What follows belongs to an exercise in optimizing a design on an open flow for small area, a short achievable clock period and few clock cycles per item; a production flow would make more cautious choices.
RTL that was checked went through simulation tests only; none was proved equivalent to the original.
For runs 4 and 5, only the layout was checked, not whether the RTL still works.

### flow/design.v
module sm3_core (
    input  wire         clk,
    input  wire         rst,         
    input  wire         start_i,
    input  wire         first_i,
    input  wire [511:0] block_i,     
    output wire         ready_o,
    output reg          done_o,
    output wire [255:0] digest_o     
);
    localparam [255:0] IV = {32'h7380166F, 32'h4914B2B9, 32'h172442D7, 32'hDA8A0600,
                             32'hA96F30BC, 32'h163138AA, 32'hE38DEE4D, 32'hB0FB0E4E};
    localparam [31:0]  T0 = 32'h79CC4519;
    localparam [31:0]  T1 = 32'h7A879D8A;
    function [31:0] p0;
        input [31:0] x;
        begin
            p0 = x ^ {x[22:0], x[31:23]} ^ {x[14:0], x[31:15]};
        end
    endfunction
    function [31:0] p1;
        input [31:0] x;
        begin
            p1 = x ^ {x[16:0], x[31:17]} ^ {x[8:0], x[31:9]};
        end
    endfunction
    function [31:0] add32;
        input [31:0] x, y;
        reg   [31:0] g, p;
        integer i, d;
        begin
            g = x & y;
            p = x ^ y;
            for (d = 1; d < 32; d = d * 2)
                for (i = 0; i < 32; i = i + 1)
                    if (i & d) begin
                        g[i] = g[i] | (p[i] & g[(i & ~(d - 1)) - 1]);
                        p[i] = p[i] & p[(i & ~(d - 1)) - 1];
                    end
            add32 = x ^ y ^ {g[30:0], 1'b0};
        end
    endfunction
    reg          busy_q;                 
    reg          rdy_q;                  
    reg          rdyo_q;                 
    reg  [5:0]   cnt_q;                  
    reg          early_q;                
    reg          late_q;                 
    reg          cv_q;                   
    reg          rcv_q;                  
    reg          rncv_q;                 
    reg          vf_q;                   
    reg  [255:0] v_q;                    
    reg  [255:0] s_q;                    
    reg  [511:0] w_q;                    
    reg  [31:0]  k_q;                    
    wire [31:0] wt [0:15];               
    wire [31:0] w0  = wt[0];             
    wire [31:0] w3  = wt[3];
    wire [31:0] w4  = wt[4];
    wire [31:0] w7  = wt[7];
    wire [31:0] w10 = wt[10];
    wire [31:0] w13 = wt[13];
    wire [31:0] w16 = p1(w0 ^ w7 ^ {w13[16:0], w13[31:17]})
                      ^ {w3[24:0], w3[31:25]} ^ w10;         
    wire [31:0] wp  = w0 ^ w4;                               
    wire [31:0] a, b, c, d, e, f, g, h;
    assign {a, b, c, d, e, f, g, h} = s_q;
    wire [31:0] a12 = {a[19:0], a[31:20]};
    wire [31:0] s0s = a12 ^ e ^ k_q;
    wire [31:0] s0c = (a12 & e) | (a12 & k_q) | (e & k_q);
    wire [31:0] sst = add32(s0s, {s0c[30:0], 1'b0});
    wire [31:0] ss1 = {sst[24:0], sst[31:25]};
    wire [31:0] ss2 = ss1 ^ a12;
    wire [31:0] ff  = early_q ? (a ^ b ^ c) : ((a & b) | (a & c) | (b & c));
    wire [31:0] gg  = late_q ? ((e & f) | (~e & g)) : (e ^ f ^ g);
    wire [31:0] t1s = ff ^ d ^ wp;
    wire [31:0] t1c = {((ff & d) | (ff & wp) | (d & wp)), 1'b0};
    wire [31:0] x1  = add32(t1s, t1c);
    wire [31:0] tt1 = add32(x1, ss2);
    wire [31:0] t2s = gg ^ h ^ w0;
    wire [31:0] t2c = {((gg & h) | (gg & w0) | (h & w0)), 1'b0};
    wire [31:0] x2  = add32(t2s, t2c);
    wire [31:0] tt2 = add32(x2, ss1);
    wire [255:0] s_next = {tt1, a, {b[22:0], b[31:23]}, c,
                           p0(tt2), e, {f[12:0], f[31:13]}, g};
    wire [511:0] w_d;
    genvar gk;
    generate
        for (gk = 0; gk < 16; gk = gk + 1) begin : g_w
            wire [31:0] ws = w_q[511-32*gk -: 32];
            wire [31:0] bk = block_i[511-32*gk -: 32];
            if (gk % 2 == 0) begin : g_even
                assign wt[gk] = ws;
                assign w_d[511-32*gk -: 32] = (~w_q[479-32*gk -: 32] | {32{rdy_q}})
                                              & (bk | {32{busy_q}});
            end else begin : g_odd
                assign wt[gk] = ~ws;
                if (gk == 15) begin : g_last
                    assign w_d[31:0] = ~((w16 | {32{rdy_q}}) & (bk | {32{busy_q}}));
                end else begin : g_mid
                    assign w_d[511-32*gk -: 32] = ~((w_q[479-32*gk -: 32] | {32{rdy_q}})
                                                    & (bk | {32{busy_q}}));
                end
            end
        end
    endgenerate
    wire         last   = busy_q & (cnt_q == 6'd63);
    wire         acc    = start_i & rdy_q;
    wire         sel_iv = first_i | ~cv_q;             
    wire         ld_v   = rcv_q & ~first_i;            
    wire         ld_iv  = rncv_q | (rdy_q & first_i);  
    wire [255:0] v_use  = vf_q ? IV : v_q;
    wire         busy_n = ~rst & (acc | (busy_q & ~last));
    wire         rdy_n  = rst | (~acc & (rdy_q | last));
    wire         cv_n   = ~rst & (cv_q | acc);
    wire [5:0]   j_next = busy_q ? cnt_q + 6'd1 : 6'd0;
    assign ready_o  = rdyo_q;
    assign digest_o = v_q;
    always @(posedge clk) begin
        s_q <= ({256{busy_q}} & s_next) | ({256{ld_v}} & v_q) | ({256{ld_iv}} & IV);
        w_q <= w_d;
        if (last)
            v_q <= v_use ^ s_next;
        if (!busy_q)
            k_q <= T0;
        else if (cnt_q == 6'd15)
            k_q <= {T1[15:0], T1[31:16]};
        else
            k_q <= {k_q[30:0], k_q[31]};
        early_q <= (j_next < 6'd16);
        late_q  <= (j_next >= 6'd16);
        busy_q <= busy_n;
        rdy_q  <= rdy_n;
        rdyo_q <= ~busy_n;
        cv_q   <= cv_n;
        rcv_q  <= rdy_n & cv_n;
        rncv_q <= rdy_n & ~cv_n;
        if (rst) begin
            cnt_q  <= 6'd0;
            done_o <= 1'b0;
        end else begin
            done_o <= last;
            if (busy_q)
                cnt_q <= cnt_q + 6'd1;
            if (acc)
                vf_q <= sel_iv;
        end
    end
endmodule
### flow/flow/run.sh
#!/bin/bash
# Layout flow: the standard ORFS flow (standard synthesis unchanged),
# with each input and output port buffered by a small buf_1 cell instead of
# the delay buffer the placer picks by default, and a clock tree without
# dummy balancing loads.
set -euo pipefail
cd "$(dirname "$0")/.."
bash standard.sh "BUFFER_PORTS_ARGS=-buffer_cell sky130_fd_sc_hd__buf_1" \
  "CTS_ARGS=-sink_clustering_enable -repair_clock_nets -dont_use_dummy_load -buf_list sky130_fd_sc_hd__clkbuf_8 -root_buf sky130_fd_sc_hd__clkbuf_16 -sink_clustering_size 16 -sink_clustering_max_diameter 50" \
  finish > flow_make.log 2>&1
### flow/standard.sh
#!/bin/bash
# synth_recipe.tcl (not shown) runs the flow's synth.tcl, then flattens the netlist and writes it again
# the make line also repeats each setting of config.mk as NAME=value (left out here)
make -C /OpenROAD-flow-scripts/flow DESIGN_CONFIG=/design/flow/config.mk WORK_HOME=/design/flow/orfs CLKGATE_MAP_FILE= SYNTH_SCRIPT=/design/flow/synth_recipe.tcl "${@:-finish}"
### flow/config.mk
export PLATFORM = sky130hd
export DESIGN_NAME = sm3_core
export DESIGN_NICKNAME = sm3_core
export VERILOG_FILES = /design/flow/design.v
export SDC_FILE = /design/flow/constraint.sdc
export NUM_CORES = 4
export LEC_CHECK = 0
export ABC_AREA = 1
export CAP_MARGIN = 20
export CORE_MARGIN = 2
export CORE_UTILIZATION = 40
export PLACE_DENSITY = 0.6
export SLEW_MARGIN = 20
### flow/constraint.sdc
create_clock -name core_clock -period 20.0 [get_ports {clk}]
set_input_delay 4.0000 -clock core_clock [delete_from_list [all_inputs] [get_ports {clk}]]
set_output_delay 4.0000 -clock core_clock [all_outputs]
set_load 0.01 [all_outputs]
==> impl_metrics.py, run 1 <==
metrics = {
    "finish": {
        "nNetsFinal": 6924,
        "drive_gt1_share_pct": 4.50,
        "area_delta_synth_final_pct": 12.2,
        "finalNonFillerCells": 7749,
        "final_common_cell": "dfxtp_1",
        "fillerInstances": 12300,
        "final_cell_mix": "dfxtp_1, nand2_1, buf_1",
    },
    "route": {
        "first_pass_iters": 8,
        "wl_um": 209000,
        "vias": 41200,
        "drt-wirelength-per-cell_um": 27.0,
        "drtAntennaViolNets": 0,
        "viasPerCell": 5.32,
        "drt_first_iter_violations": 4103,
        "drc": 0,
    },
    "clock_network": {
        "clk_pin_slew_ps": 100,
        "h-tree-depth": 3,
        "cts_root_buf": "clkbuf_16",
        "clk_latency_ps": 720,
        "cts_setup_buffers": 0,
        "hold_buffers": 0,
        "cts_resized": 0,
        "cts_tree": "yes",
        "cts_sinks": 1072,
        "cts_max_path_buffers": 3,
        "cts_buffers": 118,
    },
    "critical_path": {
        "required_ps": 20430,
        "max_stage_delay_ps": 550,
        "crit_type": "reg2reg",
        "critPathCaptureType": "flip-flop",
        "critPathSlowestCell": "buf_4",
        "cp_max_fo": 65,
        "cp-start-kind": "flip-flop",
        "cpMostUsedCell": "nand2_1",
        "cp.arrival_ps": 6890,
    },
    "timing": {
        "slew_headroom_pct": 23.9,
        "max_freq_mhz": 155,
        "rsz0062_at_grt": "no",
        "period_share_pct": 32.3,
        "finalCriticalPeriod_ps": 6470,
        "finClkSkew_ps": 73.3,
        "setup_tns_ps": 0,
        "finalSetupViolCount": 0,
        "tightestPinTransition_ps": 1140,
        "worst_hold_slack_ps": 360,
        "final-max-slew-violation-count": 0,
        "hold_viol_final": 0,
    },
    "logic_synthesis": {
        "synth-seq-cells": 1072,
        "avgSynthCellArea_um2": 9.25,
        "synthCells": 5419,
        "yosysUniqueCellTypes": 53,
        "synth_edf_count": 257,
        "synth_flop_cell": "dfxtp_1",
        "async_flop_share_pct": 0,
        "synth_nets": 6233,
        "synth-warning-count": 1,
        "netlist_area_um2": 50100,
        "ys_seq_area_share_pct": 47.9,
    },
    "placed_design": {
        "place_inst": 7627,
        "portBuffers": 773,
        "gp_congestion": 0.989,
        "dp_hpwl_um": 165000,
    },
    "global_routing": {
        "use_met1_pct": 38.1,
        "grt_pass1_wl_um": 286000,
        "met3_usage_pct": 5.99,
        "grt_overflow": 0,
        "antenna_found_initial": 8,
        "met2_usage_pct": 54.7,
        "grt_usage_pct": 31.8,
        "grt_pass1_vias": 39200,
        "busiest_layer": "met2",
        "grt_max_degree": 180,
    },
    "die": {
        "die_h_um": 358,
        "core_um2": 124000,
        "initial_core_util_pct": 40.4,
        "chipWidth_um": 358,
        "die_area_um2": 128000,
        "rows": 129,
        "num_io_pins": 774,
    },
    "run_status": {
        "outcome": "complete, no violations",
    },
    "min_path": {
        "min_path_type": "reg2reg",
    },
    "run": {
        "drv_cap": 0,
    },
}
Yosys cell counts (6+ instances only):
library cell | n | area (um^2)
dfxtp_1 | 815 | 16300
nand2_1 | 785 | 2950
inv_1 | 550 | 2060
nor2_1 | 475 | 1780
a21oi_1 | 410 | 2050
xor2_1 | 404 | 3540
o21ai_0 | 259 | 1300
edfxtp_1 | 257 | 7720
o22ai_1 | 257 | 1610
xnor2_1 | 212 | 1860
clkbuf_1 | 207 | 777
nand3_1 | 185 | 926
ha_1 | 151 | 1890
fa_1 | 147 | 2940
a221o_1 | 60 | 601
mux2_2 | 28 | 315
nand2_2 | 28 | 175
buf_1 | 19 | 71.3
a21o_1 | 16 | 120
or2_2 | 16 | 100
nand3b_1 | 13 | 97.6
nor3_1 | 13 | 65.1
o21ai_1 | 13 | 65.1
o21bai_1 | 13 | 97.6
inv_2 | 12 | 45.0
a21oi_2 | 8 | 70.1
a31oi_1 | 6 | 37.5
nand3_2 | 6 | 60.1
nand4_1 | 6 | 37.5
or2_1 | 6 | 37.5
xor2_2 | 6 | 97.6
stage by stage:
step / cell area (um^2) / worst slack, ps / utilization [%]
after global placement: 54500 / 13690 / 43.9
after floorplan: 50100 / 7250 / -
final: 56300 / 13530 / 45.3
after global routing: 56300 / 13170 / 45.3
after detailed placement: 54500 / 13690 / 43.9
after CTS: 56200 / 13670 / 45.3
final timing paths:
| kind | startpoint | to | slack, ps | cells past startpoint |
|---|---|---|---|---|
| hold reg to reg | w_q[336] | w_q[368] | 360 | 1 |
| hold / removal | w_q[336] | w_q[368] | 360 | 1 |
| setup / recovery | late_q | v_q[98] | 13530 | 30 |
| setup reg to reg | late_q | v_q[98] | 13530 | 30 |
metal layers:
metal | part of all wire, % | wire length [um]
met1 | 38 | 79300
met5 | 0.031 | 65
met2 | 49 | 103000
met3 | 7.4 | 15400
met4 | 5.6 | 11700
cell families (layout without fill, tap and decap cells):
logic type | count (synthesis) | count (layout) | share of synthesized area, %
other | 0 | 4 | 0
multiplexers | 31 | 31 | 0.689
AND/OR/NAND/NOR | 1546 | 1546 | 12.7
XOR/XNOR | 624 | 624 | 11.0
adder cells (fa/ha/maj) | 298 | 298 | 9.64
AO/OA/AOI/OAI | 1054 | 1054 | 12.0
buffers and inverters | 794 | 1483 | 5.99
flip-flops | 1072 | 1072 | 47.9
area by class of cell:
cell class	instances	area (um^2)	share of cell area (%)
well taps	1637	2050	3.64
repair buffers	802	3170	5.63
flip-flops and latches	1072	24000	42.7
multi-input cells	3553	23100	41.1
clock buffers	118	1730	3.07
inverters	563	2130	3.79
diodes	4	10.0	0.0178
critical path: cells and delay by family (launching register included):
family	cells	cell delay, ps
xor gates and xnor gates	4	1110
and+or+nand+nor	9	850
adders and majority gates	4	1620
buffers and inverters	5	800
DFF	1	310
AOI/OAI and AO/OA	8	1460
registers in the layout (all words and copies together), names as in the netlist:
| name | cells |
|---|---|
| late_q | 1 |
| cv_q | 1 |
| v_q | 256 |
| w_q | 512 |
| rdyo_q | 1 |
| rdy_q | 1 |
| early_q | 1 |
| rcv_q | 1 |
| vf_q | 1 |
| busy_q | 1 |
| done_o | 1 |
| cnt_q | 6 |
| rncv_q | 1 |
| s_q | 256 |
| k_q | 32 |
Testbench counts, summed over its fixed seeds: cycles 83,208, items 1,280.
==> run 2, diff against run 1 <==
--- a/flow/config.mk
+++ b/flow/config.mk
@@ -8,6 +8,6 @@
 export ABC_AREA = 1
 export CAP_MARGIN = 20
 export CORE_MARGIN = 2
-export CORE_UTILIZATION = 40
-export PLACE_DENSITY = 0.6
+export CORE_UTILIZATION = 55
+export PLACE_DENSITY = 0.7
 export SLEW_MARGIN = 20
==> run 2 against run 1 <==
  * Core utilization up 16 points
  * First-iteration DRC count is 24% higher
  * Die area fell by 27%
  * Cell count down 5.9%
  * Register-to-register slack improved by 90 ps
  * Routed wire length fell by 6.8%
  * Largest cell class unchanged
  * Maximum frequency is 1.4% higher
  * Global-route usage increased by 8.7 points
  * Final area fell by 1.3%
  * Still clean on timing, DRC and antenna
==> impl_metrics.py, run 2 <==
metrics = {
    "route": {
        "wl_um": 195000,
        "first_pass_iters": 6,
        "drt_first_iter_violations": 5089,
        "drtAntennaViolNets": 0,
        "vias": 41700,
        "drc": 0,
        "drt-wirelength-per-cell_um": 26.7,
        "viasPerCell": 5.72,
    },
    "finish": {
        "area_delta_synth_final_pct": 10.7,
        "reg_top3": "w_q (512), s_q (256), v_q (256)",
        "final_cell_mix": "dfxtp_1, nand2_1, buf_1",
        "final_common_cell": "dfxtp_1",
        "postLayoutCoreUtil_pct": 61.6,
        "largest_reg_flops": 512,
        "finalNonFillerCells": 7292,
        "fillerInstances": 7948,
        "nNetsFinal": 6912,
        "finalInstanceArea_um2": 55500,
        "drive_gt1_share_pct": 4.28,
        "regMostFlops": "w_q",
    },
    "global_routing": {
        "grt_pass1_wl_um": 270000,
        "grt_pass1_vias": 39100,
        "grt_overflow": 0,
        "grt_max_degree": 158,
        "antenna_found_initial": 20,
        "grt_usage_pct": 40.5,
    },
    "clock_network": {
        "clk_pin_slew_ps": 90,
        "clk_latency_ps": 680,
        "cts_resized": 0,
        "cts_tree": "yes",
        "cts_setup_buffers": 0,
        "cts_max_path_buffers": 3,
        "hold_buffers": 0,
        "h-tree-depth": 3,
        "cts_root_buf": "clkbuf_16",
        "cts_buffers": 106,
        "cts_sinks": 1072,
    },
    "run_status": {
        "outcome": "complete, no violations",
    },
    "timing": {
        "finClkSkew_ps": 85.6,
        "rsz0062_at_grt": "no",
        "final-max-slew-violation-count": 0,
        "worst_hold_slack_ps": 368,
        "setup_tns_ps": 0,
        "finalCriticalPeriod_ps": 6380,
        "hold_viol_final": 0,
        "period_share_pct": 31.9,
        "slew_headroom_pct": 20.7,
        "tightestPinTransition_ps": 1190,
        "max_freq_mhz": 157,
        "finalSetupViolCount": 0,
    },
    "die": {
        "initial_core_util_pct": 55.6,
        "rows": 110,
        "die_area_um2": 93600,
        "num_io_pins": 774,
        "core_um2": 90100,
        "die_h_um": 306,
        "chipWidth_um": 306,
    },
    "critical_path": {
        "r2r-start": "late_q",
        "ff2ff_path_depth": 27,
        "startpoint": "late_q",
        "required_ps": 20490,
        "cp.arrival_ps": 6870,
        "cp-start-kind": "flip-flop",
        "critPathCaptureType": "flip-flop",
        "cp_max_fo": 65,
        "crit_type": "reg2reg",
        "rrSetupSlack_ps": 13620,
        "r2r_end": "s_q[122]",
    },
    "min_path": {
        "hp-start": "w_q[133]",
        "min_path_type": "reg2reg",
        "holdPathEnd": "w_q[165]",
        "worst_hold_path.num_cells": 1,
    },
    "logic_synthesis": {
        "synthCells": 5419,
        "synth-warning-count": 1,
        "yosys-top-cells-count": "dfxtp_1, nand2_1, inv_1",
        "avgSynthCellArea_um2": 9.25,
        "ys_seq_area_share_pct": 47.9,
        "yosys.area.top_type": "dfxtp_1",
        "synth_edf_count": 257,
        "yosysUniqueCellTypes": 53,
        "synth-seq-cells": 1072,
        "yosysMostFrequentCell": "dfxtp_1",
        "synth_nets": 6233,
        "synth_flop_cell": "dfxtp_1",
        "netlist_area_um2": 50100,
        "synth.top_cells.by_area": "dfxtp_1, edfxtp_1, xor2_1",
        "yosysTopAreaCellShare_pct": 32.5,
        "async_flop_share_pct": 0,
    },
    "placed_design": {
        "dp_hpwl_um": 153000,
        "dpl_cell_area_um2": 53900,
        "portBuffers": 773,
        "place_inst": 7166,
        "gp_congestion": 1.04,
    },
    "run": {
        "drv_cap": 0,
    },
}
## run 2: cell counts after synthesis
Identical to the previous run, type by type.
## run 2: layout make-up
cell class / count / area [um^2] / area share [%]
flip-flops and latches: 1072 / 24000 / 43.3
multi-input cells: 3553 / 23100 / 41.6
repair buffers: 802 / 3130 / 5.64
inverters: 563 / 2130 / 3.84
clock buffers: 106 / 1560 / 2.81
well taps: 1176 / 1470 / 2.65
diodes: 20 / 50.0 / 0.0902
## run 2: metrics by stage
step           setup WS (ps)
2_1_floorplan           7250
6_report               13620
4_1_cts                13790
5_1_grt                13260
3_5_place_dp           13690
3_3_place_gp           13750
## run 2: routing by layer
| layer | wire length [um] | GRT usage, % | vias up |
|---|---|---|---|
| li1 | - | - | 19100 |
| met1 | 72700 | 51.0 | 19900 |
| met2 | 89400 | 64.4 | 2283 |
| met3 | 19500 | 8.30 | 451 |
| met4 | 13300 | 24.0 | 4 |
| met5 | 26 | 0 | - |
## run 2: worst max-delay path, stage by stage (launching register included)
cell,delay (ps)
dfxtp_1,300
inv_1,40
buf_4,520
o21ai_0,210
xor2_1,210
fa_1,490
inv_1,40
ha_1,320
nand2_1,100
nor2_1,110
nand2_1,60
nand2_1,130
inv_1,100
o21bai_1,210
a21oi_1,130
o21ai_0,300
a21oi_1,140
xnor2_1,150
ha_1,340
nand2_1,150
nor2_1,80
a21oi_2,200
nand2_4,200
fa_1,480
xor2_1,380
xor2_1,170
xor2_2,210
o21ai_0,370
## run 2: worst max path at each step
| stage | to | slack (ps) | depth (start not counted) |
|---|---|---|---|
| detailed placement | s_q[210] | 13690 | 6 |
| CTS | v_q[122] | 13790 | 27 |
| global placement | s_q[138] | 13750 | 5 |
| floorplan | rcv_q | 7250 | 11 |
| finish | s_q[122] | 13620 | 27 |
| global route | v_q[98] | 13260 | 31 |
## run 2: logic make-up (layout without fill, tap and decap cells)
| group | Yosys count | after routing | share of synthesized area [%] |
|---|---|---|---|
| AO/OA/AOI/OAI | 1054 | 1054 | 12.0 |
| XOR/XNOR | 624 | 624 | 11.0 |
| adder cells (fa/ha/maj) | 298 | 298 | 9.64 |
| buffers and inverters | 794 | 1471 | 5.99 |
| flip-flops | 1072 | 1072 | 47.9 |
| multiplexers | 31 | 31 | 0.689 |
| other | 0 | 20 | 0 |
| AND/OR/NAND/NOR | 1546 | 1546 | 12.7 |
==> run 3, diff against run 2 <==
--- a/flow/config.mk
+++ b/flow/config.mk
@@ -10,4 +10,4 @@
 export CORE_MARGIN = 2
 export CORE_UTILIZATION = 55
 export PLACE_DENSITY = 0.7
-export SLEW_MARGIN = 20
+export SLEW_MARGIN = 50
==> run 3 against run 2 <==
  * Sequential cell count is the same
  * Register-to-register slack is essentially flat
  * Sequential share of layout area shrank 0.20 points
  * Area after synthesis is the same
  * First-iteration DRC count grew 0.83%
  * Non-clock buffer count grew 3
  * Hold slack lost 3.8 ps
  * Clock-buffer cell count grew 2
  * Core utilization grew 0.29 points
  * Largest cell class unchanged
==> impl_metrics.py, run 3 <==
metrics = {
    "critical_path": {
        "crit_type": "reg2reg",
        "critPathCaptureType": "flip-flop",
        "r2r_end": "v_q[98]",
        "cp.arrival_ps": 6780,
        "cpMostUsedCell": "nand2_1",
        "max_stage_delay_ps": 520,
        "r2r-start": "late_q",
        "rrSetupSlack_ps": 13610,
        "startpoint": "late_q",
        "critPathSlowestCell": "buf_4",
        "cp_max_fo": 65,
        "ff2ff_path_depth": 30,
        "cp-start-kind": "flip-flop",
        "required_ps": 20390,
    },
    "die": {
        "rows": 110,
        "core_um2": 90100,
        "initial_core_util_pct": 55.6,
        "die_area_um2": 93600,
        "die_h_um": 306,
        "num_io_pins": 774,
        "chipWidth_um": 306,
    },
    "run_status": {
        "outcome": "complete, no violations",
    },
    "placed_design": {
        "pre_cts_ws_ps": 13810,
        "portBuffers": 773,
        "dp_hpwl_um": 153000,
        "gp_congestion": 1.04,
    },
    "logic_synthesis": {
        "synth_nets": 6233,
        "synth-seq-cells": 1072,
        "synth_flop_cell": "dfxtp_1",
        "async_flop_share_pct": 0,
        "yosys.area.top_type": "dfxtp_1",
        "avgSynthCellArea_um2": 9.25,
        "yosys-top-cells-count": "dfxtp_1, nand2_1, inv_1",
        "netlist_area_um2": 50100,
        "yosysTopAreaCellShare_pct": 32.5,
        "synth_edf_count": 257,
        "synth-warning-count": 1,
        "synth.top_cells.by_area": "dfxtp_1, edfxtp_1, xor2_1",
        "yosysUniqueCellTypes": 53,
        "synthCells": 5419,
        "ys_seq_area_share_pct": 47.9,
        "yosysMostFrequentCell": "dfxtp_1",
    },
    "finish": {
        "final_cell_mix": "dfxtp_1, nand2_1, buf_1",
        "regMostFlops": "w_q",
        "area_delta_synth_final_pct": 11.2,
        "multiInputGateArea_um2": 23200,
        "regArea_um2": 24000,
        "postLayoutCoreUtil_pct": 61.9,
        "drive_gt1_share_pct": 4.52,
        "reg_top3": "w_q (512), s_q (256), v_q (256)",
        "nNetsFinal": 6917,
        "largest_reg_flops": 512,
        "final_common_cell": "dfxtp_1",
        "fillerInstances": 7914,
    },
    "timing": {
        "finalSetupViolCount": 0,
        "period_share_pct": 32.0,
        "slew_headroom_pct": 45.0,
        "finClkSkew_ps": 93.3,
        "setup_tns_ps": 0,
        "hold_viol_final": 0,
        "rsz0062_at_grt": "no",
        "tightestPinTransition_ps": 823,
        "finalCriticalPeriod_ps": 6390,
        "final-max-slew-violation-count": 0,
        "max_freq_mhz": 156,
        "setup_ws_ps": 13610,
    },
    "route": {
        "drt-wirelength-per-cell_um": 26.7,
        "drt_first_iter_violations": 5131,
        "wl_um": 195000,
        "drtAntennaViolNets": 0,
        "vias": 41900,
        "first_pass_iters": 6,
        "viasPerCell": 5.74,
        "drc": 0,
    },
    "global_routing": {
        "grt_pass1_vias": 39300,
        "grt_usage_pct": 40.5,
        "grt_overflow": 0,
        "grt_max_degree": 104,
        "antenna_found_initial": 22,
        "grt_pass1_wl_um": 271000,
    },
    "min_path": {
        "holdPathEnd": "w_q[146]",
        "min_path_type": "reg2reg",
        "worst_hold_path.num_cells": 1,
        "hp-start": "w_q[114]",
    },
    "clock_network": {
        "clk_latency_ps": 670,
        "cts_resized": 0,
        "clk_pin_slew_ps": 100,
        "cts_setup_buffers": 0,
        "hold_buffers": 0,
        "cts_sinks": 1072,
        "cts_root_buf": "clkbuf_16",
        "cts_tree": "yes",
        "cts_buffers": 108,
        "h-tree-depth": 3,
        "cts_max_path_buffers": 3,
    },
    "run": {
        "drv_cap": 0,
    },
}
[run 3: cell counts after synthesis]
No cell type changed its count.
[run 3: logic make-up after synthesis]
family	share of synthesized area, %
compound gates	12.0
xor+xnor	11.0
fa+ha+maj	9.64
buf+inv	5.99
flops	47.9
mux	0.689
simple gates	12.7
[run 3: stage by stage]
step	instances	area, um^2	hold WS, ps
global route	7294	55800	366
global placement	7166	53900	390
finish	7296	55800	364
floorplan	5419	50100	388
CTS	7277	55700	363
detailed placement	7169	54100	392
[run 3: routing by layer]
layer  up-vias  wire, um  track usage (%)
met4         6     14000             26.2
met1     20100     73500             51.1
met3       458     18600             7.98
li1      19100         -                -
met5         -        42                0
met2      2282     88900             63.6
[run 3: worst max path at each step]
stage | endpoint | slack [ps] | cells after the start
finish | v_q[98] | 13610 | 30
global route | v_q[98] | 13200 | 31
CTS | v_q[98] | 13770 | 30
detailed placement | v_q[98] | 13810 | 30
global placement | s_q[138] | 13750 | 5
floorplan | rcv_q | 7250 | 11
[run 3: layout make-up]
| type | instances | share of cell area (%) |
|---|---|---|
| Sequential cell | 1072 | 43.1 |
| Multi-Input combinational cell | 3553 | 41.6 |
| Timing Repair Buffer | 805 | 5.89 |
| Inverter | 563 | 3.84 |
| Clock buffer | 108 | 2.85 |
| Tap cell | 1176 | 2.64 |
| Antenna cell | 19 | 0.0853 |
[run 3: critical path, delay by kind of cell, from the launching register on]
family	cells	cell delay [ps]
AND/OR/NAND/NOR	9	850
adder cells (fa/ha/maj)	4	1620
AO/OA/AOI/OAI	8	1490
flip-flops	1	300
buffers and inverters	5	780
XOR/XNOR	4	1020
==> run 4, diff against run 3 <==
--- a/flow/design.v
+++ b/flow/design.v
@@ -46,6 +46,7 @@
     reg  [5:0]   cnt_q;                  
     reg          early_q;                
     reg          late_q;                 
+    reg          lat2_q;                 
     reg          cv_q;                   
     reg          rcv_q;                  
     reg          rncv_q;                 
@@ -73,7 +74,8 @@
     wire [31:0] ss1 = {sst[24:0], sst[31:25]};
     wire [31:0] ss2 = ss1 ^ a12;
     wire [31:0] ff  = early_q ? (a ^ b ^ c) : ((a & b) | (a & c) | (b & c));
-    wire [31:0] gg  = late_q ? ((e & f) | (~e & g)) : (e ^ f ^ g);
+    wire [31:0] gsel = {{16{late_q}}, {16{lat2_q}}};
+    wire [31:0] gg  = (gsel & ((e & f) | (~e & g))) | (~gsel & (e ^ f ^ g));
     wire [31:0] t1s = ff ^ d ^ wp;
     wire [31:0] t1c = {((ff & d) | (ff & wp) | (d & wp)), 1'b0};
     wire [31:0] x1  = add32(t1s, t1c);
@@ -130,6 +132,10 @@
             k_q <= {k_q[30:0], k_q[31]};
         early_q <= (j_next < 6'd16);
         late_q  <= (j_next >= 6'd16);
+        if (rst || last)
+            lat2_q <= 1'b0;
+        else if (busy_q && cnt_q == 6'd15)
+            lat2_q <= 1'b1;
         busy_q <= busy_n;
         rdy_q  <= rdy_n;
         rdyo_q <= ~busy_n;
==> run 4 against run 3 <==
  * Critical path type unchanged
  * Area after synthesis rose by 0.51%
  * Maximum frequency rose by 1.3%
  * Die area rose by 0.50%
  * Sequential share of layout area fell by 0.18 points
  * Synthesized cell count barely moved
  * First-iteration DRC count rose by 2.7%
  * Critical endpoint is now v_q[122]
  * Highest routed layer unchanged
  * Register-to-register slack improved by 80 ps
==> impl_metrics.py, run 4 <==
metrics = {
    "run_status": {
        "outcome": "complete, no violations",
    },
    "clock_network": {
        "cts_root_buf": "clkbuf_16",
        "cts_sinks": 1073,
        "cts_setup_buffers": 0,
        "clk_latency_ps": 690,
        "clk_pin_slew_ps": 90,
        "h-tree-depth": 3,
        "cts_tree": "yes",
        "hold_buffers": 0,
        "cts_buffers": 111,
        "cts_max_path_buffers": 3,
        "cts_resized": 0,
    },
    "die": {
        "initial_core_util_pct": 55.2,
        "chipWidth_um": 307,
        "core_um2": 91200,
        "rows": 111,
        "die_h_um": 307,
        "die_area_um2": 94100,
        "num_io_pins": 774,
    },
    "route": {
        "drt-wirelength-per-cell_um": 27.0,
        "drt_first_iter_violations": 5268,
        "wl_um": 197000,
        "viasPerCell": 5.74,
        "vias": 42000,
        "drtAntennaViolNets": 0,
        "drc": 0,
        "first_pass_iters": 9,
    },
    "placed_design": {
        "gp_congestion": 1.00,
        "pre_cts_ws_ps": 13460,
        "portBuffers": 773,
        "place_inst": 7184,
        "dp_hpwl_um": 156000,
    },
    "logic_synthesis": {
        "yosysMostFrequentCell": "dfxtp_1",
        "synth-seq-cells": 1073,
        "yosysTopAreaCellShare_pct": 32.4,
        "netlist_area_um2": 50400,
        "avgSynthCellArea_um2": 9.29,
        "yosys.area.top_type": "dfxtp_1",
        "synth.top_cells.by_area": "dfxtp_1, edfxtp_1, xor2_1",
        "yosysUniqueCellTypes": 58,
        "async_flop_share_pct": 0,
        "synth_flop_cell": "dfxtp_1",
        "synth_nets": 6236,
        "ys_seq_area_share_pct": 47.7,
        "synthCells": 5422,
        "synth_edf_count": 257,
        "synth-warning-count": 1,
        "yosys-top-cells-count": "dfxtp_1, nand2_1, inv_1",
    },
    "critical_path": {
        "cpMostUsedCell": "a21oi_1",
        "cp_cell_sequence": "inv_1, fa_1, inv_1, ha_1, nand2_1, nand2_1, a21oi_1, nand2_1, a21oi_1, inv_1, a21oi_1, o21ai_0, a21oi_1, xor2_1, ha_1, a21oi_1, o21ai_0, a21oi_1, nand2_2, fa_1, xor2_1, xor2_1, xor2_2, xor2_1",
        "cp-start-kind": "flip-flop",
        "rrSetupSlack_ps": 13690,
        "crit_family": "adder cells",
        "cp.arrival_ps": 6670,
        "startpoint": "w_q[485]",
        "max_stage_delay_ps": 780,
        "critPathCapture": "v_q[122]",
        "cp_max_fo": 15,
        "ff2ff_path_depth": 24,
        "crit_type": "reg2reg",
        "r2r-start": "w_q[485]",
        "cp.depth": 24,
        "critPathSlowestCell": "dfxtp_1",
        "critPathCaptureType": "flip-flop",
        "required_ps": 20360,
        "path_buf_inv": 3,
        "r2r_end": "v_q[122]",
    },
    "global_routing": {
        "grt_usage_pct": 40.7,
        "grt_pass1_vias": 39300,
        "grt_pass1_wl_um": 272000,
        "grt_overflow": 0,
        "grt_max_degree": 111,
        "antenna_found_initial": 20,
    },
    "finish": {
        "multiInputGateArea_um2": 23400,
        "reg_top3": "w_q (512), s_q (256), v_q (256)",
        "regMostFlops": "w_q",
        "final_cell_mix": "dfxtp_1, nand2_1, buf_1",
        "final_common_cell": "dfxtp_1",
        "fillerInstances": 8017,
        "finalNonFillerCells": 7314,
        "area_delta_synth_final_pct": 11.2,
        "nNetsFinal": 6926,
        "postLayoutCoreUtil_pct": 61.4,
        "drive_gt1_share_pct": 5.11,
        "regArea_um2": 24100,
        "largest_reg_flops": 512,
    },
    "timing": {
        "final-max-slew-violation-count": 0,
        "slew_headroom_pct": 44.2,
        "setup_ws_ps": 13690,
        "finalCriticalPeriod_ps": 6310,
        "finClkSkew_ps": 91.9,
        "tightestPinTransition_ps": 834,
        "hold_viol_final": 0,
        "rsz0062_at_grt": "no",
        "setup_tns_ps": 0,
        "period_share_pct": 31.5,
        "finalSetupViolCount": 0,
        "max_freq_mhz": 159,
    },
    "min_path": {
        "worst_hold_path.num_cells": 1,
        "min_path_type": "reg2reg",
    },
    "run": {
        "drv_cap": 0,
    },
}
## run 4: layout make-up
cell class,count,area share (%)
sequential,1073,42.9
multi-input combinational,3555,41.8
timing repair buffer,806,5.81
inverter,565,3.82
clock buffer,111,2.91
tap,1186,2.65
antenna,18,0.0804
## run 4: worst min-delay path by stage
stage	end	slack [ps]	from
after global placement	w_q[342]	390	w_q[310]
final	w_q[34]	360	w_q[2]
after detailed placement	w_q[481]	390	w_q[449]
after global routing	w_q[34]	370	w_q[2]
after floorplan	w_q[160]	390	w_q[128]
after CTS	w_q[34]	350	w_q[2]
## run 4: cells by family after synthesis
logic type	count (synthesis)	share of synthesized area, %
AND/OR/NAND/NOR	1553	12.9
flip-flops	1073	47.7
AO/OA/AOI/OAI	1044	11.9
buffers and inverters	794	5.95
XOR/XNOR	629	11.2
adder cells (fa/ha/maj)	298	9.59
multiplexers	31	0.685
## run 4: per-stage QoR
step | hold slack [ps] | instance area (um^2)
6_report | 357 | 56000
5_1_grt | 370 | 56000
4_1_cts | 355 | 55900
3_5_place_dp | 390 | 54300
3_3_place_gp | 390 | 54200
2_1_floorplan | 388 | 50400
## run 4: layer usage
| metal | share of wire, % | wire, um | track usage, % |
|---|---|---|---|
| met1 | 38 | 74900 | 51.4 |
| met2 | 46 | 91000 | 64.6 |
| met3 | 8.8 | 17500 | 7.08 |
| met4 | 7.1 | 14100 | 26.5 |
| met5 | 0.0056 | 11 | 0 |
==> run 5, diff against run 4 <==
--- a/flow/config.mk
+++ b/flow/config.mk
@@ -8,6 +8,6 @@
 export ABC_AREA = 1
 export CAP_MARGIN = 20
 export CORE_MARGIN = 2
-export CORE_UTILIZATION = 55
-export PLACE_DENSITY = 0.7
-export SLEW_MARGIN = 50
+export CORE_UTILIZATION = 40
+export PLACE_DENSITY = 0.6
+export SLEW_MARGIN = 20
==> run 5 against run 4 <==
  * Clock-buffer cell count increased by 5
  * Die area is 37% higher
  * Critical path depth grew 2
  * Still clean
  * Maximum frequency is 6.0% lower
  * Register-to-register slack lost 410 ps
  * Hold slack better by 20 ps
  * Non-clock buffer count decreased by 3
  * First-iteration DRC count is 23% lower
  * Final area increased by 0.75%
  * Core utilization decreased by 16 points
==> impl_metrics.py, run 5 <==
metrics = {
    "finish": {
        "finalInstanceArea_um2": 56500,
        "largest_reg_flops": 512,
        "regMostFlops": "w_q",
        "fillerInstances": 12500,
        "drive_gt1_share_pct": 4.89,
        "area_delta_synth_final_pct": 12.0,
        "nNetsFinal": 6928,
        "final_cell_mix": "dfxtp_1, nand2_1, buf_1",
        "final_common_cell": "dfxtp_1",
        "reg_top3": "w_q (512), s_q (256), v_q (256)",
        "finalNonFillerCells": 7767,
    },
    "clock_network": {
        "clk_latency_ps": 720,
        "cts_root_buf": "clkbuf_16",
        "cts_sinks": 1073,
        "h-tree-depth": 3,
        "hold_buffers": 0,
        "cts_max_path_buffers": 3,
        "cts_tree": "yes",
        "clk_pin_slew_ps": 100,
        "cts_resized": 0,
        "cts_setup_buffers": 0,
        "cts_buffers": 116,
    },
    "die": {
        "rows": 130,
        "initial_core_util_pct": 40.2,
        "die_h_um": 359,
        "num_io_pins": 774,
        "chipWidth_um": 359,
        "core_um2": 125000,
        "die_area_um2": 129000,
    },
    "global_routing": {
        "grt_max_degree": 127,
        "grt_overflow": 0,
        "grt_pass1_vias": 39100,
        "grt_usage_pct": 32.0,
        "antenna_found_initial": 9,
        "grt_pass1_wl_um": 292000,
    },
    "timing": {
        "finalSetupViolCount": 0,
        "finClkSkew_ps": 75.4,
        "max_freq_mhz": 149,
        "finalCriticalPeriod_ps": 6710,
        "setup_ws_ps": 13290,
        "rsz0062_at_grt": "no",
        "tightestPinTransition_ps": 1130,
        "setup_tns_ps": 0,
        "final-max-slew-violation-count": 0,
        "hold_viol_final": 0,
        "slew_headroom_pct": 24.8,
        "period_share_pct": 33.6,
    },
    "logic_synthesis": {
        "synthCells": 5422,
        "async_flop_share_pct": 0,
        "synth.area.mux_share_pct": 0.685,
        "synth-warning-count": 1,
        "yosysTopAreaCellShare_pct": 32.4,
        "synth_compound_area_share_pct": 11.9,
        "synth-seq-cells": 1073,
        "netlist_area_um2": 50400,
        "synth_fa_ha_area_share_pct": 9.59,
        "yosysMostFrequentCell": "dfxtp_1",
        "yosysUniqueCellTypes": 58,
        "synth-simple-area-share_pct": 12.9,
        "yosys.area_share.xor_xnor_pct": 11.2,
        "synth_top_family_by_area": "simple AND/OR/NAND/NOR gates",
        "synth_nets": 6236,
        "avgSynthCellArea_um2": 9.29,
        "synth_flop_cell": "dfxtp_1",
        "ys_seq_area_share_pct": 47.7,
        "yosys.area.top_type": "dfxtp_1",
        "synth_edf_count": 257,
        "synth.top_cells.by_area": "dfxtp_1, edfxtp_1, xor2_1",
        "yosys-top-cells-count": "dfxtp_1, nand2_1, inv_1",
    },
    "route": {
        "drtAntennaViolNets": 0,
        "wl_um": 212000,
        "drc": 0,
        "vias": 41100,
        "first_pass_iters": 5,
        "viasPerCell": 5.29,
        "drt_first_iter_violations": 4077,
        "drt-wirelength-per-cell_um": 27.3,
    },
    "placed_design": {
        "pre_cts_ws_ps": 12950,
        "dpl_cell_area_um2": 54800,
        "gp_congestion": 0.967,
        "dp_hpwl_um": 169000,
        "portBuffers": 773,
        "place_inst": 7646,
    },
    "run_status": {
        "outcome": "complete, no violations",
    },
    "critical_path": {
        "r2r-start": "lat2_q",
        "ff2ff_path_depth": 26,
        "crit_type": "reg2reg",
        "cp.arrival_ps": 7290,
        "required_ps": 20570,
        "cp_max_fo": 33,
        "startpoint": "lat2_q",
        "critPathCaptureType": "flip-flop",
        "r2r_end": "s_q[113]",
        "rrSetupSlack_ps": 13290,
        "cp-start-kind": "flip-flop",
    },
    "min_path": {
        "hp-start": "w_q[346]",
        "min_path_type": "reg2reg",
        "worst_hold_path.num_cells": 1,
        "holdPathEnd": "w_q[378]",
    },
    "run": {
        "drv_cap": 0,
    },
}
run 5: worst max-delay path, stage by stage (launching register included):
cell and delay (ps):
dfxtp_1 300, inv_1 730, o21ai_0 230, xor2_1 230
fa_1 490, inv_1 40, ha_1 310, nand2_1 90
inv_1 40, a21oi_1 140, nand2_1 170, a21oi_1 250
inv_1 60, a21oi_1 200, o21ai_0 160, a21oi_1 180
xor2_1 200, ha_1 340, a21oi_1 170, o21ai_0 100
a21oi_1 170, nand2_2 330, fa_1 530, xor2_1 330
xor2_1 210, a22oi_1 460, nand2_1 100
run 5: cell type report:
cell class                      instances  area (um^2)  area share [%]
Antenna cell                            5         12.5          0.0222
Sequential cell                      1073        24100            42.6
Inverter                              565         2140            3.79
Tap cell                             1650         2060            3.66
Multi-Input combinational cell       3555        23300            41.4
Clock buffer                          116         1700            3.01
Timing Repair Buffer                  803         3140            5.56
run 5: logic make-up after synthesis:
logic type	Yosys count
flip-flops	1073
AND/OR/NAND/NOR	1553
AO/OA/AOI/OAI	1044
XOR/XNOR	629
multiplexers	31
adder cells (fa/ha/maj)	298
buffers and inverters	794
run 5: routing by layer:
layer / track usage [%] / vias up / wire, um
li1: - / 19100 / -
met1: 38.1 / 19800 / 81300
met2: 55.0 / 1781 / 103000
met3: 5.96 / 367 / 14700
met4: 16.2 / 2 / 12400
met5: 0 / - / 11
run 5: worst max path at each step:
stage	to	slack (ps)	cells past startpoint
after floorplan	rcv_q	7160	8
after global placement	s_q[205]	12990	8
after detailed placement	s_q[196]	12950	8
after CTS	v_q[98]	13410	29
after global routing	v_q[98]	12630	30
final	s_q[113]	13290	26
run 5: through the flow:
step	hold WS, ps	util, %
2_1_floorplan	388	-
3_3_place_gp	390	43.7
3_5_place_dp	391	43.7
4_1_cts	375	45.1
5_1_grt	386	45.1
6_report	377	45.1
==> run 6, diff against run 5 <==
--- a/flow/design.v
+++ b/flow/design.v
@@ -52,6 +52,8 @@
     reg          rncv_q;                 
     reg          vf_q;                   
     reg  [255:0] v_q;                    
+    reg          vld_q;                  
+    reg          vhold_q;                
     reg  [255:0] s_q;                    
     reg  [511:0] w_q;                    
     reg  [31:0]  k_q;                    
@@ -122,8 +124,7 @@
     always @(posedge clk) begin
         s_q <= ({256{busy_q}} & s_next) | ({256{ld_v}} & v_q) | ({256{ld_iv}} & IV);
         w_q <= w_d;
-        if (last)
-            v_q <= v_use ^ s_next;
+        v_q <= ({256{vld_q}} & (v_use ^ s_next)) | ({256{vhold_q}} & v_q);
         if (!busy_q)
             k_q <= T0;
         else if (cnt_q == 6'd15)
@@ -136,6 +137,8 @@
             lat2_q <= 1'b0;
         else if (busy_q && cnt_q == 6'd15)
             lat2_q <= 1'b1;
+        vld_q   <= ~rst & busy_q & (cnt_q == 6'd62);
+        vhold_q <= ~(~rst & busy_q & (cnt_q == 6'd62));
         busy_q <= busy_n;
         rdy_q  <= rdy_n;
         rdyo_q <= ~busy_n;
--- a/flow/config.mk
+++ b/flow/config.mk
@@ -8,6 +8,6 @@
 export ABC_AREA = 1
 export CAP_MARGIN = 20
 export CORE_MARGIN = 2
-export CORE_UTILIZATION = 40
-export PLACE_DENSITY = 0.6
-export SLEW_MARGIN = 20
+export CORE_UTILIZATION = 55
+export PLACE_DENSITY = 0.7
+export SLEW_MARGIN = 50
==> run 6 against run 5 <==
  * Core utilization up 17 points
  * First-iteration DRC count up 48%
  * Non-clock buffer count up 13
  * Highest routed layer unchanged
  * Global-route usage up 11 points
  * Sequential cell count up 2
  * Setup slack better by 390 ps
  * Clock-buffer cell count down 6
  * Critical endpoint is now s_q[249]
  * Still clean on timing, DRC and antenna
==> impl_metrics.py, run 6 <==
metrics = {
    "run_status": {
        "outcome": "complete, no violations",
    },
    "critical_path": {
        "critPathSlowestCell": "dfxtp_1",
        "crit_type": "reg2reg",
        "r2r-start": "s_q[250]",
        "max_stage_delay_ps": 730,
        "r2r_end": "s_q[249]",
        "cp-start-kind": "flip-flop",
        "cpMostUsedCell": "nand2_1",
        "cp_max_fo": 11,
        "ff2ff_path_depth": 31,
        "cp.arrival_ps": 6810,
        "rrSetupSlack_ps": 13680,
        "required_ps": 20490,
        "critPathCaptureType": "flip-flop",
    },
    "route": {
        "viasPerCell": 6.06,
        "vias": 46300,
        "drtAntennaViolNets": 0,
        "drc": 0,
        "drt_first_iter_violations": 6045,
        "drt-wirelength-per-cell_um": 27.4,
        "wl_um": 210000,
        "first_pass_iters": 9,
    },
    "logic_synthesis": {
        "synth_nets": 6635,
        "yosys-top-cells-count": "dfxtp_1, inv_1, nand2_1",
        "netlist_area_um2": 50100,
        "synth_edf_count": 1,
        "async_flop_share_pct": 0,
        "synth-seq-cells": 1075,
        "avgSynthCellArea_um2": 8.60,
        "yosysMostFrequentCell": "dfxtp_1",
        "yosysUniqueCellTypes": 63,
        "yosys.area.top_type": "dfxtp_1",
        "yosysTopAreaCellShare_pct": 42.9,
        "synth-warning-count": 1,
        "synth.top_cells.by_area": "dfxtp_1, fa_1, inv_1",
        "synth_flop_cell": "dfxtp_1",
        "ys_seq_area_share_pct": 43.0,
        "synthCells": 5820,
    },
    "placed_design": {
        "portBuffers": 773,
        "dp_hpwl_um": 163000,
        "gp_congestion": 0.993,
    },
    "finish": {
        "fillerInstances": 8246,
        "drive_gt1_share_pct": 4.46,
        "area_delta_synth_final_pct": 10.9,
        "largest_reg_flops": 512,
        "final_common_cell": "dfxtp_1",
        "regMostFlops": "w_q",
        "reg_top3": "w_q (512), s_q (256), v_q (256)",
        "multiInputGateArea_um2": 24600,
        "final_cell_mix": "dfxtp_1, buf_1, inv_1",
        "regArea_um2": 21500,
        "nNetsFinal": 7255,
    },
    "die": {
        "die_area_um2": 93500,
        "num_io_pins": 774,
        "initial_core_util_pct": 55.5,
        "chipWidth_um": 306,
        "core_um2": 90100,
        "die_h_um": 306,
        "rows": 110,
    },
    "timing": {
        "period_share_pct": 31.6,
        "finalCriticalPeriod_ps": 6320,
        "finalSetupViolCount": 0,
        "finClkSkew_ps": 72.8,
        "rsz0062_at_grt": "no",
        "hold_viol_final": 0,
        "slew_headroom_pct": 46.7,
        "max_freq_mhz": 158,
        "final-max-slew-violation-count": 0,
        "tightestPinTransition_ps": 797,
        "setup_tns_ps": 0,
    },
    "min_path": {
        "worst_hold_path.num_cells": 1,
        "hp-start": "w_q[109]",
        "min_path_type": "reg2reg",
        "holdPathEnd": "w_q[141]",
    },
    "clock_network": {
        "h-tree-depth": 3,
        "cts_tree": "yes",
        "hold_buffers": 0,
        "cts_setup_buffers": 0,
        "clk_pin_slew_ps": 100,
        "cts_max_path_buffers": 3,
        "cts_sinks": 1075,
        "cts_buffers": 110,
        "cts_root_buf": "clkbuf_16",
        "clk_latency_ps": 680,
        "cts_resized": 0,
    },
    "global_routing": {
        "grt_overflow": 0,
        "grt_pass1_wl_um": 291000,
        "antenna_found_initial": 24,
        "grt_usage_pct": 43.1,
        "grt_max_degree": 148,
        "grt_pass1_vias": 42800,
    },
    "run": {
        "drv_cap": 0,
    },
}
-- run 6: metrics by stage --
stage	cells	util, %	hold WS [ps]	worst slack [ps]	cell area [um^2]
2_1_floorplan	5820	-	388	14810	50100
3_3_place_gp	7497	59.4	390	13710	53600
3_5_place_dp	7501	59.6	391	13890	53700
4_1_cts	7611	61.4	359	13860	55400
5_1_grt	7633	61.6	373	13380	55500
6_report	7636	61.6	355	13680	55500
-- run 6: worst max-delay path by stage --
stage	start	to	cells past startpoint
after floorplan	lat2_q	v_q[122]	31
after global placement	first_i	s_q[254]	7
after detailed placement	s_q[250]	v_q[241]	30
after CTS	s_q[250]	v_q[241]	30
after global routing	s_q[250]	s_q[249]	31
final	s_q[250]	s_q[249]	31
-- run 6: final cells by class --
class                   instances  share of cell area [%]
multi-input cells            3696                    44.4
inverters                     741                    5.05
diodes                         22                  0.0991
clock buffers                 110                    2.91
well taps                    1176                    2.65
repair buffers                816                    6.14
flip-flops and latches       1075                    38.8
-- run 6: cells by family (layout without fill, tap and decap cells) --
kind of cell | count (synthesis) | in the layout | share of synthesized area [%]
multiplexers | 31 | 31 | 0.690
adder cells (fa/ha/maj) | 299 | 299 | 9.68
other | 0 | 22 | 0
AO/OA/AOI/OAI | 1464 | 1464 | 18.5
AND/OR/NAND/NOR | 1502 | 1502 | 13.1
flip-flops | 1075 | 1075 | 43.0
XOR/XNOR | 400 | 400 | 7.13
buffers and inverters | 1049 | 1667 | 7.92
-- run 6: routing by layer --
metal / track usage, % / up-vias / share of wire, %
met4: 31.4 / 4 / 8.4
met2: 67.2 / 2812 / 45
met1: 52.8 / 22000 / 37
met5: 0 / - / 0.016
li1: - / 20900 / -
met3: 9.34 / 567 / 9.9
-- run 6: worst max-delay path, delay by kind of cell, from the launching register on --
kind	cells	cell delay, ps
AO/OA/AOI/OAI	4	1100
XOR/XNOR	1	170
adder cells (fa/ha/maj)	4	1460
buffers and inverters	3	190
flip-flops	1	730
AND/OR/NAND/NOR	19	2520
Testbench counts of run 6, summed over its fixed seeds: cycles 83,208, items 1,280.
==> run 7, diff against run 6 <==
--- a/flow/design.v
+++ b/flow/design.v
@@ -50,10 +50,9 @@
     reg          cv_q;                   
     reg          rcv_q;                  
     reg          rncv_q;                 
-    reg          vf_q;                   
     reg  [255:0] v_q;                    
+    reg          v0_q;                   
     reg          vld_q;                  
-    reg          vhold_q;                
     reg  [255:0] s_q;                    
     reg  [511:0] w_q;                    
     reg  [31:0]  k_q;                    
@@ -114,7 +113,6 @@
     wire         sel_iv = first_i | ~cv_q;             
     wire         ld_v   = rcv_q & ~first_i;            
     wire         ld_iv  = rncv_q | (rdy_q & first_i);  
-    wire [255:0] v_use  = vf_q ? IV : v_q;
     wire         busy_n = ~rst & (acc | (busy_q & ~last));
     wire         rdy_n  = rst | (~acc & (rdy_q | last));
     wire         cv_n   = ~rst & (cv_q | acc);
@@ -124,7 +122,7 @@
     always @(posedge clk) begin
         s_q <= ({256{busy_q}} & s_next) | ({256{ld_v}} & v_q) | ({256{ld_iv}} & IV);
         w_q <= w_d;
-        v_q <= ({256{vld_q}} & (v_use ^ s_next)) | ({256{vhold_q}} & v_q);
+        v_q <= (v0_q ? IV : v_q) ^ ({256{vld_q}} & s_next);
         if (!busy_q)
             k_q <= T0;
         else if (cnt_q == 6'd15)
@@ -138,7 +136,7 @@
         else if (busy_q && cnt_q == 6'd15)
             lat2_q <= 1'b1;
         vld_q   <= ~rst & busy_q & (cnt_q == 6'd62);
-        vhold_q <= ~(~rst & busy_q & (cnt_q == 6'd62));
+        v0_q    <= ~rst & acc & sel_iv;
         busy_q <= busy_n;
         rdy_q  <= rdy_n;
         rdyo_q <= ~busy_n;
@@ -152,8 +150,6 @@
             done_o <= last;
             if (busy_q)
                 cnt_q <= cnt_q + 6'd1;
-            if (acc)
-                vf_q <= sel_iv;
         end
     end
 endmodule
==> run 7 against run 6 <==
  * Area after synthesis shrank 3.6%
  * Die area shrank 3.6%
  * Critical path type unchanged
  * Core utilization grew 0.32 points
  * Sequential share of layout area grew 1.2 points
  * Register-to-register slack lost 40 ps
  * Cell count shrank 4.1%
  * Critical path depth is the same
  * Clock skew grew 14 ps
  * Critical endpoint is now v_q[253]
  * Hold slack lost 0.61 ps
==> impl_metrics.py, run 7 <==
metrics = {
    "finish": {
        "largest_reg_flops": 512,
        "reg_top3": "w_q (512), s_q (256), v_q (256)",
        "nNetsFinal": 6960,
        "fillerInstances": 7803,
        "finalInstanceArea_um2": 53800,
        "final_common_cell": "dfxtp_1",
        "final_cell_mix": "dfxtp_1, nand2_1, buf_1",
        "area_delta_synth_final_pct": 11.5,
        "drive_gt1_share_pct": 4.25,
        "regMostFlops": "w_q",
    },
    "clock_network": {
        "cts_resized": 0,
        "clk_latency_ps": 670,
        "hold_buffers": 0,
        "cts_tree": "yes",
        "cts_sinks": 1074,
        "cts_root_buf": "clkbuf_16",
        "h-tree-depth": 3,
        "cts_setup_buffers": 0,
        "clk_pin_slew_ps": 100,
        "cts_max_path_buffers": 3,
        "cts_buffers": 109,
    },
    "critical_path": {
        "cp.depth": 31,
        "path_buf_inv": 3,
        "cp-start-kind": "flip-flop",
        "crit_type": "reg2reg",
        "critPathCaptureType": "flip-flop",
        "cp.arrival_ps": 6900,
        "cp_max_fo": 12,
        "max_stage_delay_ps": 720,
        "ff2ff_path_depth": 31,
        "required_ps": 20530,
        "startpoint": "s_q[251]",
        "crit_family": "simple AND/OR/NAND/NOR gates",
        "cpMostUsedCell": "nand2_1",
        "r2r-start": "s_q[251]",
        "critPathSlowestCell": "dfxtp_1",
        "rrSetupSlack_ps": 13640,
    },
    "timing": {
        "period_share_pct": 31.8,
        "finClkSkew_ps": 86.9,
        "final-max-slew-violation-count": 0,
        "rsz0062_at_grt": "no",
        "finalSetupViolCount": 0,
        "setup_tns_ps": 0,
        "slew_headroom_pct": 44.1,
        "max_freq_mhz": 157,
        "finalCriticalPeriod_ps": 6360,
        "tightestPinTransition_ps": 835,
        "hold_viol_final": 0,
        "worst_hold_slack_ps": 354,
    },
    "route": {
        "wl_um": 192000,
        "vias": 41700,
        "drt-wirelength-per-cell_um": 26.3,
        "first_pass_iters": 6,
        "drc": 0,
        "drt_first_iter_violations": 4487,
        "drtAntennaViolNets": 0,
        "viasPerCell": 5.70,
    },
    "die": {
        "chipWidth_um": 300,
        "die_h_um": 300,
        "die_area_um2": 90100,
        "core_um2": 86900,
        "rows": 108,
        "num_io_pins": 774,
        "initial_core_util_pct": 55.5,
    },
    "logic_synthesis": {
        "yosysTopAreaCellShare_pct": 44.6,
        "synth-warning-count": 1,
        "yosysUniqueCellTypes": 55,
        "async_flop_share_pct": 0,
        "synthCells": 5494,
        "synth_flop_cell": "dfxtp_1",
        "synth-seq-cells": 1074,
        "avgSynthCellArea_um2": 8.78,
        "netlist_area_um2": 48300,
        "yosys.area.top_type": "dfxtp_1",
        "synth_edf_count": 0,
        "yosys-top-cells-count": "dfxtp_1, nand2_1, nor2_1",
        "ys_seq_area_share_pct": 44.6,
        "synth_nets": 6309,
        "yosysMostFrequentCell": "dfxtp_1",
        "synth.top_cells.by_area": "dfxtp_1, xor2_1, nand2_1",
    },
    "min_path": {
        "min_path_type": "reg2reg",
        "hp-start": "w_q[14]",
        "worst_hold_path.num_cells": 1,
    },
    "placed_design": {
        "portBuffers": 773,
        "dpl_cell_area_um2": 52100,
        "gp_congestion": 0.999,
        "dp_hpwl_um": 151000,
    },
    "run_status": {
        "outcome": "complete, no violations",
    },
    "global_routing": {
        "grt_pass1_wl_um": 267000,
        "grt_pass1_vias": 38700,
        "grt_overflow": 0,
        "grt_max_degree": 132,
        "antenna_found_initial": 26,
        "grt_usage_pct": 41.3,
    },
    "run": {
        "drv_cap": 0,
    },
}
[run 7: cell count changes in the layout (fill, tap and decap cells not counted), sizes merged, moves of 127 or more]
cell | previous run | this run
nand2 | 648 | 937
xor2 | 253 | 453
nor2 | 379 | 506
nor3 | 155 | 13
inv | 741 | 468
o32ai | 143 | 0
[run 7: logic make-up (layout without fill, tap and decap cells)]
logic type / count (synthesis) / after routing / synth area share (%)
xor gates and xnor gates: 620 / 620 / 11.3
AOI/OAI and AO/OA: 1039 / 1039 / 13.3
adders and majority gates: 299 / 299 / 10.0
muxes: 31 / 31 / 0.716
and+or+nand+nor: 1700 / 1700 / 14.4
buffers and inverters: 731 / 1380 / 5.72
DFF: 1074 / 1074 / 44.6
other: 0 / 24 / 0
[run 7: cell type report]
class / count / area [um^2] / share of cell area [%]
clock buffer: 109 / 1600 / 2.98
sequential: 1074 / 21500 / 40.0
multi-input combinational: 3689 / 24100 / 44.7
antenna: 24 / 60.1 / 0.112
timing repair buffer: 800 / 3320 / 6.18
inverter: 471 / 1800 / 3.34
tap: 1155 / 1450 / 2.69
[run 7: final timing paths]
| kind | end |
|---|---|
| worst max-delay path | v_q[253] |
| worst min-delay path | w_q[46] |
| worst max register to register | v_q[253] |
| worst min register to register | w_q[46] |
[run 7: stage by stage]
| stage | util (%) | setup WS, ps | cells |
|---|---|---|---|
| 6_report | 61.9 | 13640 | 7322 |
| 3_5_place_dp | 59.9 | 13660 | 7187 |
| 3_3_place_gp | 59.7 | 13250 | 7183 |
| 2_1_floorplan | - | 14820 | 5494 |
| 5_1_grt | 61.9 | 13310 | 7321 |
| 4_1_cts | 61.8 | 13880 | 7296 |
[run 7: per-layer routing]
metal  up-vias  wire length, um  GRT usage [%]
met1     19800            73600           51.6
met2      2193            87900           65.2
met4         4            14600           28.1
met5         -               29              0
met3       451            16100           7.41
li1      19200                -              -
Testbench counts of run 7, summed over its fixed seeds: cycles 83,208, items 1,280.
==> run 8, diff against run 7 <==
--- a/flow/config.mk
+++ b/flow/config.mk
@@ -8,6 +8,6 @@
 export ABC_AREA = 1
 export CAP_MARGIN = 20
 export CORE_MARGIN = 2
-export CORE_UTILIZATION = 55
-export PLACE_DENSITY = 0.7
+export CORE_UTILIZATION = 40
+export PLACE_DENSITY = 0.6
 export SLEW_MARGIN = 50
==> run 8 against run 7 <==
  * Still clean on timing, DRC and antenna
  * Final area is 1.2% higher
  * Die area is 37% higher
==> impl_metrics.py, run 8 <==
metrics = {
    "global_routing": {
        "grt_pass1_vias": 38500,
        "grt_usage_pct": 32.1,
        "grt_pass1_wl_um": 280000,
        "grt_overflow": 0,
        "grt_max_degree": 103,
        "antenna_found_initial": 21,
    },
    "critical_path": {
        "cp-start-kind": "flip-flop",
        "cp_max_fo": 12,
        "crit_type": "reg2reg",
        "max_stage_delay_ps": 630,
    },
    "finish": {
        "multiInputGateArea_um2": 24100,
        "postLayoutCoreUtil_pct": 45.5,
        "regArea_um2": 21500,
        "regMostFlops": "w_q",
        "nNetsFinal": 6975,
        "reg_top3": "w_q (512), s_q (256), v_q (256)",
    },
    "route": {
        "drtAntennaViolNets": 0,
        "wl_um": 205000,
        "drt-wirelength-per-cell_um": 26.3,
        "viasPerCell": 5.25,
        "vias": 40900,
        "drt_first_iter_violations": 3526,
        "drc": 0,
    },
    "clock_network": {
        "cts_tree": "yes",
        "cts_sinks": 1074,
        "cts_buffers": 118,
        "cts_root_buf": "clkbuf_16",
        "hold_buffers": 0,
        "clk_pin_slew_ps": 80,
        "cts_resized": 0,
        "cts_max_path_buffers": 3,
        "h-tree-depth": 3,
        "cts_setup_buffers": 0,
    },
    "die": {
        "die_area_um2": 123000,
        "die_h_um": 351,
        "rows": 127,
        "initial_core_util_pct": 40.3,
        "chipWidth_um": 351,
        "core_um2": 120000,
        "num_io_pins": 774,
    },
    "logic_synthesis": {
        "yosysMostFrequentCell": "dfxtp_1",
        "synth-seq-cells": 1074,
        "synth_fa_ha_area_share_pct": 10.0,
        "avgSynthCellArea_um2": 8.78,
        "netlist_area_um2": 48300,
        "synth-warning-count": 1,
        "synth_flop_cell": "dfxtp_1",
        "async_flop_share_pct": 0,
        "synth_edf_count": 0,
        "yosys.area.top_type": "dfxtp_1",
        "synthCells": 5494,
        "synth_compound_area_share_pct": 13.3,
        "yosysTopAreaCellShare_pct": 44.6,
    },
    "timing": {
        "final-max-slew-violation-count": 0,
        "finalCriticalPeriod_ps": 6150,
        "worst_hold_slack_ps": 345,
        "rsz0062_at_grt": "no",
        "max_freq_mhz": 163,
        "slew_headroom_pct": 45.0,
        "hold_viol_final": 0,
        "tightestPinTransition_ps": 823,
        "finClkSkew_ps": 88.4,
    },
    "placed_design": {
        "gp_congestion": 0.971,
        "portBuffers": 773,
        "dpl_cell_area_um2": 52700,
        "dp_hpwl_um": 163000,
    },
    "run_status": {
        "outcome": "complete, no violations",
    },
    "run": {
        "drv_cap": 0,
    },
}
[run 8: cell counts after synthesis]
Identical to the previous run, type by type.
[run 8: metal layers]
| metal | part of all wire (%) | track usage (%) |
|---|---|---|
| met1 | 38 | 37.4 |
| met2 | 49 | 56.3 |
| met3 | 7.1 | 6.30 |
| met4 | 5.6 | 15.8 |
| met5 | 0.058 | 0 |
[run 8: logic make-up (layout without fill, tap and decap cells)]
family / after synthesis / in the layout
AND/OR/NAND/NOR: 1700 / 1700
flip-flops: 1074 / 1074
other: 0 / 10
adder cells (fa/ha/maj): 299 / 299
multiplexers: 31 / 31
XOR/XNOR: 620 / 620
buffers and inverters: 731 / 1395
AO/OA/AOI/OAI: 1039 / 1039
[run 8: cell type report]
type / instances / area share [%]
antenna: 10 / 0.0459
timing repair buffer: 806 / 6.12
multi-input combinational: 3689 / 44.2
tap: 1612 / 3.70
inverter: 471 / 3.28
sequential: 1074 / 39.5
clock buffer: 118 / 3.17
[run 8: worst paths after layout]
path,start,to,slack (ps),depth (start not counted)
worst max-delay path,s_q[248],v_q[241],13850,27
worst min-delay path,w_q[57],w_q[89],350,1
worst max register to register,s_q[248],v_q[241],13850,27
worst min register to register,w_q[57],w_q[89],350,1
[run 8: worst register-to-register path, stage by stage (launching register included)]
cell and delay, ps:
dfxtp_1 530, inv_1 220, fa_1 580, inv_1 70
ha_1 300, nand2_1 60, nor2_1 110, nand3_2 90
nand2_2 150, nand2_2 80, nand2_4 130, nand4_1 90
o211ai_1 120, xor2_1 630, xor2_1 310, inv_1 100
ha_1 340, nand3_1 90, nand2_1 90, a31oi_1 130
o21ai_0 330, nand2_1 90, nand2_1 410, inv_1 140
fa_1 450, xor2_1 180, nor2_1 70, xor2_1 150
[run 8: metrics by stage]
| stage | setup slack (ps) | std cells |
|---|---|---|
| 6_report | 13850 | 7780 |
| 5_1_grt | 13440 | 7777 |
| 4_1_cts | 13810 | 7770 |
| 3_5_place_dp | 13880 | 7652 |
| 3_3_place_gp | 13430 | 7648 |
| 2_1_floorplan | 14820 | 5494 |

-- separate check: timing with driven ports --
How much do the figures lean on ideal ports? The routed layouts below were timed once more, with nothing changed but the port constraints.
Step 1: set_driving_cell puts a clkbuf_16 on clk and a buf_2 on each other input, an assumption about the parent block.
Step 2 moves the port delays by t, midway between the first and last clock arrival at a register: inputs arrive t later, outputs are due t later. That takes back most of the time a late clock gives input paths.
Three values: ideal, step 1, step 2; two values: the first two.
| run | shift t [ns] | setup WS [ns] | clock arrival spread, ns | worst slew at a driven data input, ns | pins driven straight from the clock port |
|---|---|---|---|---|---|
| run 1 | 0.766 | 13.534 / 13.534 / 13.534 | 0.081 / 0.081 | 0.12 | 1 |
| run 2 | 0.722 | 13.623 / 13.623 / 13.582 | 0.096 / 0.097 | 0.18 | 1 |
| run 3 | 0.706 | 13.609 / 13.609 / 13.609 | 0.094 / 0.095 | 0.19 | 1 |
| run 4 | 0.717 | 13.693 / 13.693 / 13.693 | 0.092 / 0.092 | 0.19 | 1 |
| run 5 | 0.760 | 13.288 / 13.288 / 12.843 | 0.077 / 0.076 | 0.16 | 1 |
| run 6 | 0.720 | 13.675 / 13.675 / 13.675 | 0.081 / 0.081 | 0.18 | 1 |
| run 7 | 0.705 | 13.635 / 13.635 / 13.525 | 0.088 / 0.088 | 0.15 | 1 |
| run 8 | 0.731 | 13.853 / 13.853 / 13.844 | 0.096 / 0.095 | 0.18 | 1 |
After both steps setup and hold are still met in every run listed. For run 5, which loses most, drivers alone change the setup slack by 0.000 ns; drivers and shift together by -0.445 ns.
